Context: an optimization exercise on an open-source flow, tuned for a short achievable clock period. The choices shown serve that exercise and are no tape-out recipe. Power figures rest on the tool's default switching activity, not on a simulated workload.

==> flow/design.v <==
module xv11_framer (
    input  wire         clk,
    input  wire         rst,           
    input  wire         variant,       
    input  wire         poll,
    input  wire         in_valid,
    input  wire [7:0]   in_byte,
    input  wire         in_fail,
    output reg          busy,
    output reg          done,
    output reg          failed,
    output reg          wr_valid,
    output reg  [6:0]   wr_group,
    output reg  [127:0] wr_data,
    output reg  [15:0]  speed_raw,
    output reg  [22:0]  speed_sum,
    output reg  [6:0]   good_packets
);
    localparam [10:0] P_REM0 = 11'd1977;   
    localparam [10:0] L_REM0 = 11'd1439;   
    reg         legacy;      
    reg         psearch;     
    reg         sc1;         
    reg  [3:0]  lc;          
    reg         lsp0, lsp1;  
    reg         pfill;       
    reg         lfill;       
    reg  [10:0] rem;         
    reg         lastarm;     
    reg         hdr_ok;      
    reg         w_hunt, w_hdr, w_stop;
    reg  [21:2] pk;          
    reg         idx89;       
    reg  [15:0] lslot;       
    reg  [7:0]  spd_lo, spd_hi;
    reg  [12:0] sum_lo;
    reg  [22:0] sum_cand;
    reg  [6:0]  good_inc;
    wire take = busy & ~in_fail & in_valid;
    wire fill = pfill | lfill;
    wire is_fa  = (in_byte == 8'hFA);
    wire is_a0  = (in_byte == 8'hA0);
    wire is_f9  = (in_byte == 8'hF9);
    wire is_idx = (in_byte >= 8'hA0) && (in_byte <= 8'hF9);
    wire m0 = lc[0] & (in_byte == 8'h5A);
    wire m1 = lc[1] & (in_byte == 8'hA5);
    wire m2 = lc[2] & (in_byte == 8'h00);
    wire m3 = lc[3] & (in_byte == 8'hC0);
    wire pkany  = |pk;
    wire ldidx  = w_hdr | sc1;
    wire accept = take & pk[21] & ~is_fa;
    always @(posedge clk) begin
        if (rst) begin
            busy   <= 1'b0;
            done   <= 1'b0;
            failed <= 1'b0;
        end else if (busy) begin
            busy   <= ~(in_fail | (in_valid & lastarm));
            done   <= ~in_fail & in_valid & lastarm;
            failed <= in_fail;
        end else begin
            busy   <= poll;
            done   <= done & ~poll;
            failed <= failed & ~poll;
        end
    end
    always @(posedge clk) begin
        if (!busy) begin
            legacy  <= variant;
            psearch <= ~variant;
            sc1     <= 1'b0;
            lc      <= {3'b000, variant};
            lsp0    <= 1'b0;
            lsp1    <= 1'b0;
            pfill   <= 1'b0;
            lfill   <= 1'b0;
        end else if (take) begin
            psearch <= psearch & ~(sc1 & is_a0);
            sc1     <= psearch & ~sc1 & is_fa;
            pfill   <= pfill | (psearch & sc1 & is_a0);
            lc[0]   <= (|lc) & ~(m0 | m1 | m2 | m3);
            lc[1]   <= m0;
            lc[2]   <= m1;
            lc[3]   <= m2;
            lsp0    <= m3;
            lsp1    <= lsp0;
            lfill   <= lfill | lsp1;
        end
    end
    always @(posedge clk) begin
        if (!fill) begin
            rem     <= legacy ? L_REM0 : P_REM0;
            lastarm <= 1'b0;
            hdr_ok  <= 1'b1;
        end else if (take) begin
            rem     <= rem - 11'd1;
            lastarm <= (rem == 11'd1);
            hdr_ok  <= (rem >= 11'd22);
        end
    end
    always @(posedge clk) begin
        if (!lfill)
            lslot <= {15'd0, legacy};
        else if (take)
            lslot <= {lslot[14:0], lslot[15]};
    end
    always @(posedge clk) begin
        if (!pfill) begin
            w_hunt <= 1'b0;
            w_hdr  <= 1'b0;
            w_stop <= 1'b0;
            pk     <= {19'd0, ~legacy};
        end else if (take) begin
            w_hdr  <= is_fa & hdr_ok & (w_hunt | w_hdr | pkany);
            w_hunt <= (w_hunt & ~(is_fa & hdr_ok))
                    | (w_hdr & ~is_idx & ~(is_fa & hdr_ok))
                    | (pkany & is_fa & ~hdr_ok)
                    | (pk[21] & ~is_fa & ~idx89);
            w_stop <= w_stop | (pk[21] & ~is_fa & idx89);
            pk     <= {pk[20:2] & {19{~is_fa}}, w_hdr & is_idx};
        end
    end
    always @(posedge clk) begin
        if (ldidx)
            idx89 <= is_f9;
    end
    integer k;
    always @(posedge clk) begin
        for (k = 0; k < 16; k = k + 1)
            if (pk[k + 4] | lslot[k])
                wr_data[8*k +: 8] <= in_byte;
        if (pk[2])  spd_lo <= in_byte;
        if (pk[3])  spd_hi <= in_byte;
        if (lsp0)   speed_raw[7:0]  <= in_byte;
        if (lsp1)   speed_raw[15:8] <= in_byte;
    end
    always @(posedge clk) begin
        wr_valid <= take & (lslot[15] | (pk[21] & ~is_fa));
        if (ldidx)
            wr_group <= in_byte[6:0] - 7'h20;        
        else if (legacy) begin
            if (!lfill)
                wr_group <= 7'd0;
            else if (wr_valid)
                wr_group <= wr_group + 7'd1;
        end
    end
    always @(posedge clk) begin
        sum_lo   <= {1'b0, speed_sum[11:0]} + {1'b0, spd_hi[3:0], spd_lo};
        sum_cand <= {speed_sum[22:12] + {7'd0, spd_hi[7:4]} + {10'd0, sum_lo[12]},
                     sum_lo[11:0]};
        good_inc <= good_packets + 7'd1;
        if (busy & ~pfill) begin
            speed_sum    <= 23'd0;
            good_packets <= 7'd0;
        end else if (accept) begin
            speed_sum    <= sum_cand;
            good_packets <= good_inc;
        end
    end
endmodule
Settings: LEC_CHECK=0, ABC_CLOCK_PERIOD_IN_PS=1500, CAP_MARGIN=20, CORE_MARGIN=2, CORE_UTILIZATION=30, PLACE_DENSITY=0.5, SETUP_SLACK_MARGIN=3.2, SLEW_MARGIN=20; clock period 4.8 ns.
run.sh (not shown) runs the stock make flow with config.mk's settings and CLKGATE_MAP_FILE= SYNTH_SCRIPT=/design/flow/synth_recipe.tcl, a recipe that flattens the netlist after the stock synthesis.
The first run completed without violations.
Rerun with:
- ABC_CLOCK_PERIOD_IN_PS: 1500 -> 1800
- CORE_UTILIZATION: 30 -> 40
- PLACE_DENSITY: 0.5 -> unset
- SETUP_SLACK_MARGIN: 3.2 -> 3.0
=> Wire length went down by 13%; design area drops by 4.3%; setup slack hardly moves; global-route usage climbs by 2.5 points; total power came out higher by 2.3%; count of clock-buffer cells in the layout falls by 3; first-iteration DRC count rose by 62%; hold slack gets better by 0.015 ns; via count shrinks by 2.5%.
No functional check of the RTL was part of any run of this note.

## what the ideal ports hide
In the flow no input, the clock included, has a driving cell. The finished layouts below were timed again as built, in two steps. Step 1: set_driving_cell puts a clkbuf_16 on clk and a buf_2 on each other input, an assumption about the parent block. Step 2 adds t to the input delays and takes it off the output delays; t is the mean of the earliest and latest rising clock arrival at the registers after step 1. Input paths then give back, and output paths get back, about the clock's delay inside the block. Slacks: ideal ports / drivers / drivers and shift; pairs: ideal ports / drivers.
| run | shift t [ns] | slack for setup (ns) | latest minus earliest clock arrival (ns) |
|---|---|---|---|
| the first run | 0.565 | 2.688 / 2.635 / 2.193 | 0.022 / 0.022 |
| the second run | 0.611 | 2.691 / 2.641 / 2.168 | 0.009 / 0.009 |
After both steps setup and hold are still met in every run listed. The setup slack of the second run, which loses most, moves by -0.050 ns with the drivers and by -0.523 ns with both steps.
